What follows belongs to an exercise in optimizing a design on an open flow for small area; a production flow would make more cautious choices.
In this exercise RTL edits were held to simulation tests only and were not proved equivalent to the original.
The clock port is modelled as an ideal driver; clocking choices that lean on that would not hold on a real chip.

== the previous run ==
==> flow/design.v (excerpt) <==
module tcpu_core (
    input  wire       clk,
    input  wire       rst,
    input  wire       start,
    input  wire [15:0] budget,
    output wire       mem_req,
    output wire       mem_we,
    output wire [7:0] mem_addr,
    output wire [7:0] mem_wdata,
    input  wire       mem_ready,
    input  wire [7:0] mem_rdata,
    output reg        tty_valid,
    output wire [7:0] tty_data,
    output reg  [2:0] status,
    output reg  [7:0] acc,
    output reg  [7:0] pc,
    output reg  [7:0] ir,
    output reg        cf,
    output wire       zf
);
    localparam [4:0] U_END  = 5'd0,
                     U_FETCH= 5'd1,    
                     U_RTP  = 5'd2,    
                     U_RUP  = 5'd3,    
                     U_RPP  = 5'd4,    
                     U_RTT  = 5'd5,    
                     U_RPT  = 5'd6,    
                     U_RTF  = 5'd7,    
                     U_PCI  = 5'd8,    
                     U_AMP  = 5'd9,    
                     U_AMT  = 5'd10,   
                     U_AR   = 5'd11,   
                     U_UA   = 5'd12,   
                     U_INX  = 5'd13,   
                     U_RIN  = 5'd14,   
                     U_UFE  = 5'd15,   
                     U_TINC = 5'd16,   
                     U_TP2  = 5'd17,   
                     U_UTM  = 5'd18,   
                     U_WTU  = 5'd19,   
                     U_WFU  = 5'd20,   
                     U_TTY  = 5'd21,   
                     U_STOP = 5'd22;   
    reg [7:0]  t, u;         
    reg [15:0] ring;         
    reg [1:0]  rph;          
    reg [3:0]  st;           
    reg [2:0]  bph;          
  ...
Size: about 950 cells after synthesis, ~72 flip-flops.
Settings: LEC_CHECK=0, ABC_AREA=1, CAP_MARGIN=20, CORE_MARGIN=2, CORE_UTILIZATION=60, SLEW_MARGIN=20; clock period 10.0 ns.
run.sh (not shown) runs the stock make flow with config.mk's settings and CLKGATE_MAP_FILE= SYNTH_SCRIPT=/design/flow/synth_recipe.tcl, a recipe that flattens the netlist after the stock synthesis.
Looking at the reports, the previous run completed the entire flow and the layout it produced met the timing, design-rule and antenna checks.
Here is what was changed in the inputs of the current run compared with the previous run.
Settings: swapping 60 for 80 in CORE_UTILIZATION; putting PLACE_DENSITY at 0.9 where nothing was set.
Notes after the runs:
FAIL the current run @ 3_3_place_gp: tool exited with error
Row height of the chip: the current run lower / the previous run higher
Synthesized area came out exactly the same in the previous run and the current run.
Floorplan row count, the previous run and the current run, lower one = the current run.
Initial core utilization, the previous run and the current run, lower one = the previous run.
Looking at the previous run and the current run, the post-synthesis share of cell area spent on and, or, nand and nor gates is a wash.
Re register area share after synthesis: no difference whatsoever between the previous run and the current run.


Setup of the reference run:
Another version of the RTL of tcpu_core (not shown whole).
Size in the first run: about 520 cells after synthesis, roughly 84 I/O pins, roughly 4000 um^2 of cells after synthesis.
## tcpu_core
module tcpu_core (
    input  wire       clk,
    input  wire       rst,
    input  wire       start,
    input  wire [15:0] budget,
    output wire       mem_req,
    output wire       mem_we,
    output wire [7:0] mem_addr,
    output wire [7:0] mem_wdata,
    input  wire       mem_ready,
    input  wire [7:0] mem_rdata,
    output wire       tty_valid,
    output wire [7:0] tty_data,
    output reg  [2:0] status,
    output reg  [7:0] acc,
    output reg  [7:0] pc,
    output wire [7:0] ir,
    output reg        cf,
    output wire       zf
);
    localparam [4:0] U_END  = 5'd0,
                     U_FETCH= 5'd8,    
                     U_RTP  = 5'd9,    
                     U_RUP  = 5'd10,    
                     U_RPP  = 5'd11,    
                     U_RTT  = 5'd12,    
                     U_RPT  = 5'd13,    
                     U_RTF  = 5'd14,    
                     U_AMT  = 5'd16,   
                     U_AR   = 5'd17,   
                     U_UA   = 5'd18,   
                     U_INX  = 5'd19,   
                     U_RIN  = 5'd20,   
                     U_UFE  = 5'd21,   
                     U_TINC = 5'd22,   
                     U_TP2  = 5'd23,   
                     U_UTM  = 5'd24,   
                     U_WTU  = 5'd4,   
                     U_WFU  = 5'd5,   
                     U_TTY  = 5'd1,   
                     U_STOP = 5'd2;   
    reg [7:0]  t, u;         
    reg [5:0]  irl;          
    reg [15:0] ring;         
    reg [1:0]  rph;          
    reg [2:0]  st;           
    reg [2:0]  bph;          
    reg        rv;           
    reg        c;            
    wire running = (status == 3'd1);
    assign zf       = (acc == 8'h00);
  ...
Settings: LEC_CHECK=0, ABC_AREA=1, CAP_MARGIN=20, CORE_MARGIN=2, CORE_UTILIZATION=70, PLACE_DENSITY=0.75, SLEW_MARGIN=20; clock period 10.0 ns.
standard.sh (not shown) runs the stock make flow with config.mk's settings and CLKGATE_MAP_FILE= SYNTH_SCRIPT=/design/flow/synth_recipe.tcl, a recipe that flattens the netlist after the stock synthesis.
==> flow/flow/run.sh <==
#!/bin/bash
# Own layout flow:
#  1. the standard synthesis (bash standard.sh synth), kept for reference;
#  2. the same synthesis again without the full/half-adder extraction
#     (ADDER_MAP_FILE empty), used only if its registers (instance names and
#     cells) are exactly the standard synthesis's;
#  3. the combinational logic re-mapped by ABC for area (flow/remap.ys,
#     flow/remap.abc); the registers stay black boxes, untouched;
#  4. the standard layout from floorplan to finish on that netlist, with
#     the smallest buffer on each port and a clock tree of small buffers
#     without dummy loads, a clock buffer upsized where the clock pins it
#     drives would see a high slew (flow/post_cts.tcl).
# Each tool's output goes to a log file of its own in this folder.
set -euo pipefail
W=$(pwd)
R=$W/orfs/results/${FLOW_PLATFORM:-sky130hd}/tcpu_core/base
LIB=$FLOW_HOME/platforms/sky130hd/lib/sky130_fd_sc_hd__tt_025C_1v80.lib
YOSYS=$FLOW_HOME/../tools/install/yosys/bin/yosys
[[ -x $YOSYS ]] || YOSYS=yosys

regs() {  # sequential cell instances of a netlist: "cell instance", sorted
    grep -E '^\s*sky130_fd_sc_hd__(df|edf|sdf|sedf|dl[rx])[a-z0-9_]* ' "$1" | awk '{print $1, $2}' | sort
}

# 1. standard synthesis
bash standard.sh synth > $W/flow_1_synth.log 2>&1
cp $R/1_2_yosys.v $W/standard_1_2_yosys.v
regs $W/standard_1_2_yosys.v > $W/standard_regs.txt

# 2. the same synthesis without adder extraction
rm -f $R/1_2_yosys.v $R/1_2_yosys.sdc $R/1_synth.odb $R/1_synth.sdc
SRC=$W/standard_1_2_yosys.v
if bash standard.sh ADDER_MAP_FILE= synth > $W/flow_2_synth_noadders.log 2>&1; then
    cp $R/1_2_yosys.v $W/noadders_1_2_yosys.v
    regs $W/noadders_1_2_yosys.v > $W/noadders_regs.txt
    if cmp -s $W/standard_regs.txt $W/noadders_regs.txt; then
        SRC=$W/noadders_1_2_yosys.v
    fi
fi
echo "re-mapping $SRC" > $W/flow_source.txt

# 3. re-map the combinational logic
sed -e "s#@LIB@#$LIB#g" -e "s#@IN@#$SRC#" -e "s#@OUT@#$W/remapped.v#" \
    -e "s#@ABC@#$W/flow/remap.abc#" $W/flow/remap.ys > $W/remap_run.ys
$YOSYS -s $W/remap_run.ys > $W/flow_3_remap.log 2>&1
regs $W/remapped.v > $W/remapped_regs.txt
cmp $W/standard_regs.txt $W/remapped_regs.txt
cp $W/remapped.v $R/1_2_yosys.v
cp $W/orfs/results/${FLOW_PLATFORM:-sky130hd}/tcpu_core/base/1_2_yosys.sdc $W/ 2>/dev/null || true
rm -f $R/1_synth.odb $R/1_synth.sdc
touch $R/1_2_yosys.v

# 4. standard layout on the re-mapped netlist
bash standard.sh \
    "BUFFER_PORTS_ARGS=-buffer_cell sky130_fd_sc_hd__buf_1" \
    "CTS_ARGS=-sink_clustering_enable -repair_clock_nets -dont_use_dummy_load -buf_list sky130_fd_sc_hd__clkbuf_4 -sink_clustering_size 24 -sink_clustering_max_diameter 80" \
    "POST_CTS_TCL=$W/flow/post_cts.tcl" \
    finish > $W/flow_4_layout.log 2>&1
test -s $W/out/final.def
Other scripts of this flow, unchanged in this note and not shown: flow/flow/post_cts.tcl, flow/flow/remap.abc, flow/flow/remap.ys
Inputs modified between the reference run and the trial run:
- PLACE_DENSITY removed (was 0.75)
- CORE_UTILIZATION changed from 70 to 60
[summary]
The trial run has wire length reported by the detailed router below what the reference run had.
The trial run does worse than the reference run on placeable core area.
The trial run improves on the reference run in total power.
On cell count after synthesis: the trial run sits below the reference run.
Final non-filler cell total went down slightly going from the reference run to the trial run.
Looking at the trial run and the reference run, the critical path depth is a wash.

[re-timing with driven ports]
The flow's constraints put no driver on any port. The routed layouts listed below were extracted and timed again, unchanged, in two steps.
Step 1 assumes that a clkbuf_16 drives the clock port and a buf_2 every other input.
Step 2 times the ports against the registers' clock, not the clock port: input delays grow and output delays shrink by t, the midpoint of the rising clock arrivals with the driver on.
Three values: ideal ports, drivers, drivers and shift; two values: the first two.
| run | t (ns) | slack for setup (ns) | hold slack, ns | cell pins on the clock port's net |
|---|---|---|---|---|
| the previous run | 0.389 | 3.887 / 3.853 / 4.242 | 0.427 / 0.427 / 0.427 | 1 |
| the reference run | 0.378 | 1.983 / 1.949 / 2.327 | 0.456 / 0.456 / 0.456 | 1 |
| the trial run | 0.367 | 2.333 / 2.301 / 2.668 | 0.408 / 0.408 / 0.408 | 1 |
After both steps every run listed still meets setup and hold.
